This is an optimization exercise on Yosys and OpenROAD, whose aim is small area, not a production implementation. Only simulation tests tie the RTL to the original design; equivalence was not proved. No activity file was given, so power comes from the tool's default toggle rates.

==> inputs of run P <==
==> flow/design.v <==
module pocsag_rx (
    input  wire        clk,
    input  wire        rst,         
    input  wire [15:0] thresh,      
    input  wire        parity_en,   
    input  wire        in_valid,
    input  wire        in_bit,
    output wire        out_valid,
    output wire [1:0]  out_kind,
    output wire [22:0] out_data
);
    localparam [31:0] SYNC_CW = 32'h7CD215D8;
    localparam [31:0] IDLE_CW = 32'h7A89C197;
    function [9:0] xpow;
        input integer e;
        integer i;
        reg [9:0] r;
        begin
            r = 10'd1;
            for (i = 0; i < e; i = i + 1)
                r = r[9] ? ({r[8:0], 1'b0} ^ 10'h369) : {r[8:0], 1'b0};
            xpow = r;
        end
    endfunction
    reg  [30:0] win;
    reg  [8:0]  cnt;        
    reg         in_batch;
    reg         par;        
    reg  [21:0] stg;        
    wire [31:0] wn = {win, in_bit};
    wire th_z = (thresh[9:0] == 10'd0);
    wire sc1, sc2;
    pocsag_fa u_sc1 (.a(wn[3]), .b(wn[4]), .c(wn[6]), .s(sc1), .co(sc2));
    wire sc3, sc4;
    pocsag_fa u_sc3 (.a(wn[7]), .b(wn[8]), .c(wn[10]), .s(sc3), .co(sc4));
    wire sc5, sc6;
    pocsag_fa u_sc5 (.a(wn[12]), .b(wn[17]), .c(wn[20]), .s(sc5), .co(sc6));
    wire sc7, sc8;
    pocsag_fa u_sc7 (.a(wn[22]), .b(wn[23]), .c(wn[26]), .s(sc7), .co(sc8));
    wire sc9, sc10;
    pocsag_fa u_sc9 (.a(wn[27]), .b(wn[28]), .c(wn[29]), .s(sc9), .co(sc10));
    wire sc11, sc12;
    pocsag_fa u_sc11 (.a(wn[30]), .b(th_z), .c(sc1), .s(sc11), .co(sc12));
    wire sc13, sc14;
    pocsag_fa u_sc13 (.a(sc3), .b(sc5), .c(sc7), .s(sc13), .co(sc14));
    wire sc15, sc16;
    pocsag_fa u_sc15 (.a(sc9), .b(sc11), .c(sc13), .s(sc15), .co(sc16));
    wire sc17, sc18;
    pocsag_fa u_sc17 (.a(wn[0]), .b(wn[1]), .c(wn[2]), .s(sc17), .co(sc18));
    wire sc19, sc20;
    pocsag_fa u_sc19 (.a(wn[5]), .b(wn[9]), .c(wn[11]), .s(sc19), .co(sc20));
    wire sc21, sc22;
    pocsag_fa u_sc21 (.a(wn[13]), .b(wn[14]), .c(wn[15]), .s(sc21), .co(sc22));
    wire sc23, sc24;
    pocsag_fa u_sc23 (.a(wn[16]), .b(wn[18]), .c(wn[19]), .s(sc23), .co(sc24));
    wire sc25, sc26;
    pocsag_fa u_sc25 (.a(wn[21]), .b(wn[24]), .c(wn[25]), .s(sc25), .co(sc26));
    wire sc27, sc28;
    pocsag_fa u_sc27 (.a(wn[31]), .b(sc17), .c(sc19), .s(sc27), .co(sc28));
    wire sc29, sc30;
    pocsag_fa u_sc29 (.a(sc21), .b(sc23), .c(sc25), .s(sc29), .co(sc30));
    wire sc31, sc32;
    pocsag_fa u_sc31 (.a(~sc15), .b(sc27), .c(sc29), .s(sc31), .co(sc32));
    wire sc33, sc34;
    pocsag_fa u_sc33 (.a(sc2), .b(sc4), .c(sc6), .s(sc33), .co(sc34));
    wire sc35, sc36;
    pocsag_fa u_sc35 (.a(sc8), .b(sc10), .c(sc12), .s(sc35), .co(sc36));
    wire sc37, sc38;
    pocsag_fa u_sc37 (.a(sc14), .b(sc16), .c(sc33), .s(sc37), .co(sc38));
    wire sc39, sc40;
    pocsag_fa u_sc39 (.a(sc18), .b(sc20), .c(sc22), .s(sc39), .co(sc40));
    wire sc41, sc42;
    pocsag_fa u_sc41 (.a(sc24), .b(sc26), .c(sc28), .s(sc41), .co(sc42));
    wire sc43, sc44;
    pocsag_fa u_sc43 (.a(sc30), .b(sc32), .c(sc39), .s(sc43), .co(sc44));
    wire sc45, sc46;
    pocsag_fa u_sc45 (.a(sc35), .b(sc37), .c(~sc41), .s(sc45), .co(sc46));
    wire sc47, sc48;
    pocsag_ha u_sc47 (.a(sc45), .b(~sc43), .s(sc47), .co(sc48));
    wire sc49, sc50;
    pocsag_fa u_sc49 (.a(sc34), .b(sc36), .c(sc38), .s(sc49), .co(sc50));
    wire sc51, sc52;
    pocsag_fa u_sc51 (.a(sc46), .b(sc48), .c(sc49), .s(sc51), .co(sc52));
    wire sc53, sc54;
    pocsag_fa u_sc53 (.a(sc40), .b(sc42), .c(sc44), .s(sc53), .co(sc54));
    wire sc55, sc56;
    pocsag_ha u_sc55 (.a(sc51), .b(~sc53), .s(sc55), .co(sc56));
    wire sc57, sc58;
    pocsag_fa u_sc57 (.a(sc50), .b(sc52), .c(sc56), .s(sc57), .co(sc58));
    wire sc59, sc60;
    pocsag_ha u_sc59 (.a(sc57), .b(~sc54), .s(sc59), .co(sc60));
    wire sc61, sc62;
    pocsag_ha u_sc61 (.a(sc58), .b(sc60), .s(sc61), .co(sc62));
    wire [5:0] sync_sum = {sc62, sc61, sc59, sc55, sc47, ~sc31};
    wire [6:0] gtc;
    assign gtc[0] = 1'b0;
    genvar gi;
    generate
        for (gi = 0; gi < 6; gi = gi + 1) begin : g_gt
            pocsag_gtc u_gtc (.a(sync_sum[gi]), .b(thresh[10 + gi]), .c(gtc[gi]), .co(gtc[gi + 1]));
        end
    endgenerate
    wire window_full = (cnt[4:0] == 5'd31);
    wire qualifies   = window_full && gtc[6];
    wire cw_end      = in_valid && in_batch && window_full;
    wire batch_done  = cw_end && (cnt[8:5] == 4'd15);
    wire cw_start    = (cnt[4:0] == 5'd0);
    wire [9:0] lf    = win[9:0];
    wire [9:0] lf_in = cw_start ? 10'd0 : lf;
    wire [9:0] lf_nx = lf_in[9] ? ({lf_in[8:0], in_bit} ^ 10'h369) : {lf_in[8:0], in_bit};
    always @(posedge clk) begin
        if (in_valid) begin
            win[9:0] <= in_batch ? lf_nx : wn[9:0];
            if (!in_batch || cnt[4:0] <= 5'd20)
                win[30:10] <= {win[29:10], in_batch ? in_bit : win[9]};
            par <= (par & ~cw_start) ^ in_bit;
        end
        if (rst) begin
            cnt      <= 9'd0;
            in_batch <= 1'b0;
        end else if (in_valid) begin
            if (!in_batch && qualifies) begin
                in_batch <= 1'b1;
                cnt      <= 9'd0;
            end else begin
                if (in_batch || !window_full)
                    cnt <= cnt + 9'd1;
                if (batch_done)
                    in_batch <= 1'b0;
            end
        end
    end
    reg  [31:11] cfix;
    reg          anym;
    integer p;
    always @* begin
        cfix = win[30:10];
        anym = 1'b0;
        for (p = 11; p <= 30; p = p + 1)
            if (lf == xpow(p - 1)) begin
                cfix[p] = ~win[p - 1];
                anym    = 1'b1;
            end
    end
    wire c_ok   = (lf == 10'd0) | anym;
    wire c_par  = par ^ in_bit ^ anym;
    wire c_val  = c_ok & ~(parity_en & c_par);
    wire c_idle = (cfix == IDLE_CW[31:11]) & (in_bit == IDLE_CW[0]);
    always @(posedge clk)
        if (cw_end)
            stg <= {c_val & cfix[31], c_val & ~cfix[31] & ~c_idle, cfix[30:11]};
    reg  [21:0] rg [0:14];
    reg  [3:0]  q;
    wire [3:0]  wslot = (cnt[8:5] == 4'd15) ? 4'd0 : cnt[8:5];
    wire [21:0] ring_in = (q == wslot) ? stg : rg[14];
    integer s;
    always @(posedge clk) begin
        rg[0] <= ring_in;
        for (s = 1; s < 15; s = s + 1)
            rg[s] <= rg[s-1];
    end
    always @(posedge clk) begin
        if (rst)
            q <= 4'd0;
        else if (!batch_done)
            q <= (q == 4'd14) ? 4'd0 : q + 4'd1;
    end
    localparam [1:0] R_IDLE = 2'd0, R_CW = 2'd1, R_SER = 2'd2, R_END = 2'd3;
    reg  [1:0]  rs;
    reg  [3:0]  rk;         
    reg         active;     
    reg  [4:0]  st;         
    reg  [6:0]  c7;         
    wire [21:0] rw     = rg[14];
    wire [3:0]  rslot  = (rk == 4'd15) ? 4'd0 : rk;
    wire        rsel   = (rs == R_CW) && (q == rslot);
    wire        r_msg  = rw[21];
    wire        r_addr = rw[20];
    reg  [19:0] diag;
    integer t;
    always @* begin
        for (t = 0; t < 20; t = t + 1)
            diag[t] = rg[t % 15][19 - t];
    end
    wire        sbit = diag[st];
    always @(posedge clk)
        st <= (rs == R_SER) ? st + 5'd1 : 5'd0;
    always @(posedge clk) begin
        if (rst) begin
            rs <= R_IDLE;
        end else begin
            case (rs)
                R_IDLE: begin
                    if (batch_done) begin
                        rs     <= R_CW;
                        rk     <= 4'd0;
                        active <= 1'b0;
                    end
                end
                R_CW: begin
                    if (rsel) begin
                        active <= r_addr | (r_msg & active);
                        if (r_addr)
                            c7 <= 7'd1;
                        if (r_msg && active)
                            rs <= R_SER;
                        else if (rk == 4'd15)
                            rs <= R_END;
                        else
                            rk <= rk + 4'd1;
                    end
                end
                R_SER: begin
                    c7 <= c7[6] ? 7'd1 : {c7[5:0], sbit};
                    if (st == 5'd19) begin
                        if (rk == 4'd15)
                            rs <= R_END;
                        else begin
                            rk <= rk + 4'd1;
                            rs <= R_CW;
                        end
                    end
                end
                R_END: rs <= R_IDLE;
            endcase
        end
    end
    wire is_page = rsel & r_addr;
    wire is_char = (rs == R_SER) & c7[6];
    wire is_bend = (rs == R_END);
    assign out_valid = is_page | is_char | is_bend;
    assign out_kind  = {rs == R_END, rs == R_SER};
    assign out_data  = (rs == R_CW)  ? {rw[1:0], rw[19:2], rk[3:1]}
                     : (rs == R_SER) ? {16'd0, sbit, c7[0], c7[1], c7[2], c7[3], c7[4], c7[5]}
                     : 23'd0;
endmodule
module pocsag_fa (
    input  wire a,
    input  wire b,
    input  wire c,
    output wire s,
    output wire co
);
    assign s  = a ^ b ^ c;
    assign co = (a & b) | (a & c) | (b & c);
endmodule
module pocsag_ha (
    input  wire a,
    input  wire b,
    output wire s,
    output wire co
);
    assign s  = a ^ b;
    assign co = a & b;
endmodule
module pocsag_gtc (
    input  wire a,
    input  wire b,
    input  wire c,
    output wire co
);
    assign co = (a & ~b) | (a & c) | (~b & c);
endmodule
==> flow/flow/run.sh <==
#!/bin/bash
# The standard layout (standard.sh) with three changes to how it is made:
#  - synthesis maps logic with an area-oriented ABC script (flow/abc_speed.script),
#    run from a private copy of the ORFS scripts; registers are mapped as usual;
#  - clock tree: no dummy loads, clkbuf_4 sink clusters under a clkbuf_16 root;
#  - the port buffers are buf_1.
# Each tool's output goes to standard.log and ORFS's own logs under orfs/logs.
set -euo pipefail
here=$(pwd)
rm -rf "$here/scripts"
cp -r "$FLOW_HOME/scripts" "$here/scripts"
cp "$here/flow/abc_speed.script" "$here/scripts/abc_speed.script"
export CTS_ARGS="-sink_clustering_enable -repair_clock_nets -dont_use_dummy_load -root_buf sky130_fd_sc_hd__clkbuf_8 -buf_list {sky130_fd_sc_hd__clkbuf_4 sky130_fd_sc_hd__clkbuf_8} -sink_clustering_buffer sky130_fd_sc_hd__clkbuf_4 -sink_clustering_size 10 -sink_clustering_max_diameter 50"
export BUFFER_PORTS_ARGS="-buffer_cell sky130_fd_sc_hd__buf_1"
bash standard.sh SCRIPTS_DIR="$here/scripts" finish > standard.log 2>&1
==> flow/flow/abc_speed.script <==
strash
dc2
dch
amap
topo
dnsize -c
==> flow/standard.sh <==
#!/bin/bash
# synth_recipe.tcl (not shown) runs the flow's synth.tcl, then flattens the netlist and writes it again
# the make line also repeats each setting of config.mk as NAME=value (left out here)
make -C /OpenROAD-flow-scripts/flow DESIGN_CONFIG=/design/flow/config.mk WORK_HOME=/design/flow/orfs CLKGATE_MAP_FILE= SYNTH_SCRIPT=/design/flow/synth_recipe.tcl "${@:-finish}"
==> flow/config.mk <==
export PLATFORM = sky130hd
export DESIGN_NAME = pocsag_rx
export DESIGN_NICKNAME = pocsag_rx
export VERILOG_FILES = /design/flow/design.v
export SDC_FILE = /design/flow/constraint.sdc
export NUM_CORES = 4
export LEC_CHECK = 0
export CAP_MARGIN = 0
export CORE_MARGIN = 2
export CORE_UTILIZATION = 55
export PLACE_DENSITY = 0.7
export SLEW_MARGIN = 0
export SYNTH_HIERARCHICAL = 1
==> flow/constraint.sdc <==
create_clock -name core_clock -period 10.0 [get_ports {clk}]
set_input_delay 2.0000 -clock core_clock [delete_from_list [all_inputs] [get_ports {clk}]]
set_output_delay 2.0000 -clock core_clock [all_outputs]
set_load 0.01 [all_outputs]
==> run F (differences from run P) <==
--- a/flow/design.v
+++ b/flow/design.v
@@ -231,5 +231,5 @@
     assign out_valid = is_page | is_char | is_bend;
-    assign out_kind  = {rs == R_END, rs == R_SER};
-    assign out_data  = (rs == R_CW)  ? {rw[1:0], rw[19:2], rk[3:1]}
-                     : (rs == R_SER) ? {16'd0, sbit, c7[0], c7[1], c7[2], c7[3], c7[4], c7[5]}
+    assign out_kind  = {is_bend, is_char};
+    assign out_data  = is_page ? {rw[1:0], rw[19:2], rk[3:1]}
+                     : is_char ? {16'd0, sbit, c7[0], c7[1], c7[2], c7[3], c7[4], c7[5]}
                      : 23'd0;
--- a/flow/flow/run.sh
+++ b/flow/flow/run.sh
@@ -12,3 +12,3 @@
 cp "$here/flow/abc_speed.script" "$here/scripts/abc_speed.script"
-export CTS_ARGS="-sink_clustering_enable -repair_clock_nets -dont_use_dummy_load -root_buf sky130_fd_sc_hd__clkbuf_8 -buf_list {sky130_fd_sc_hd__clkbuf_4 sky130_fd_sc_hd__clkbuf_8} -sink_clustering_buffer sky130_fd_sc_hd__clkbuf_4 -sink_clustering_size 10 -sink_clustering_max_diameter 50"
+export CTS_ARGS="-sink_clustering_enable -repair_clock_nets -dont_use_dummy_load -root_buf sky130_fd_sc_hd__clkbuf_8 -buf_list {sky130_fd_sc_hd__clkbuf_4 sky130_fd_sc_hd__clkbuf_8} -sink_clustering_buffer sky130_fd_sc_hd__clkbuf_4 -sink_clustering_size 11 -sink_clustering_max_diameter 38"
 export BUFFER_PORTS_ARGS="-buffer_cell sky130_fd_sc_hd__buf_1"
--- a/flow/config.mk
+++ b/flow/config.mk
@@ -9,4 +9,4 @@
 export CORE_MARGIN = 2
-export CORE_UTILIZATION = 55
-export PLACE_DENSITY = 0.7
+export CORE_UTILIZATION = 40
+export PLACE_DENSITY = 0.6
 export SLEW_MARGIN = 0
==> notes <==
Of run P and run F, run F has the higher clock power (gap about 2%, measured against run F).
Critical path depth is the same in run P and run F.
Between run F and run P, the lower combinational power is in run F (gap about 6%, measured against run P).
Of run F and run P, run P has the higher global-route usage (gap 4.5 points).

[static timing again, ports no longer ideal]
The flow's constraints put no driver on any port. The routed layouts listed below were extracted and timed again, unchanged, in two steps. Step 1, drivers: a clkbuf_16 drives clk and a buf_2 each remaining input, both assumed. Step 2, shift: input delay + t, output delay - t, t = (earliest + latest rising clock arrival at the registers) / 2. This alone moves slack from input paths to output paths. Three values: ideal, step 1, step 2; two values: the first two.
run	shift t [ns]	setup WS [ns]	worst setup path at the end	worst slew at a driven data input, ns	pins driven straight from the clock port
run P	0.572	1.724 / 1.740 / 1.168	input to register	0.04	1
run F	0.575	1.612 / 1.632 / 1.058	input to register	0.03	1
After both steps every run listed still meets setup and hold. For run P, which loses most, drivers alone change the setup slack by +0.016 ns; drivers and shift together by -0.556 ns.
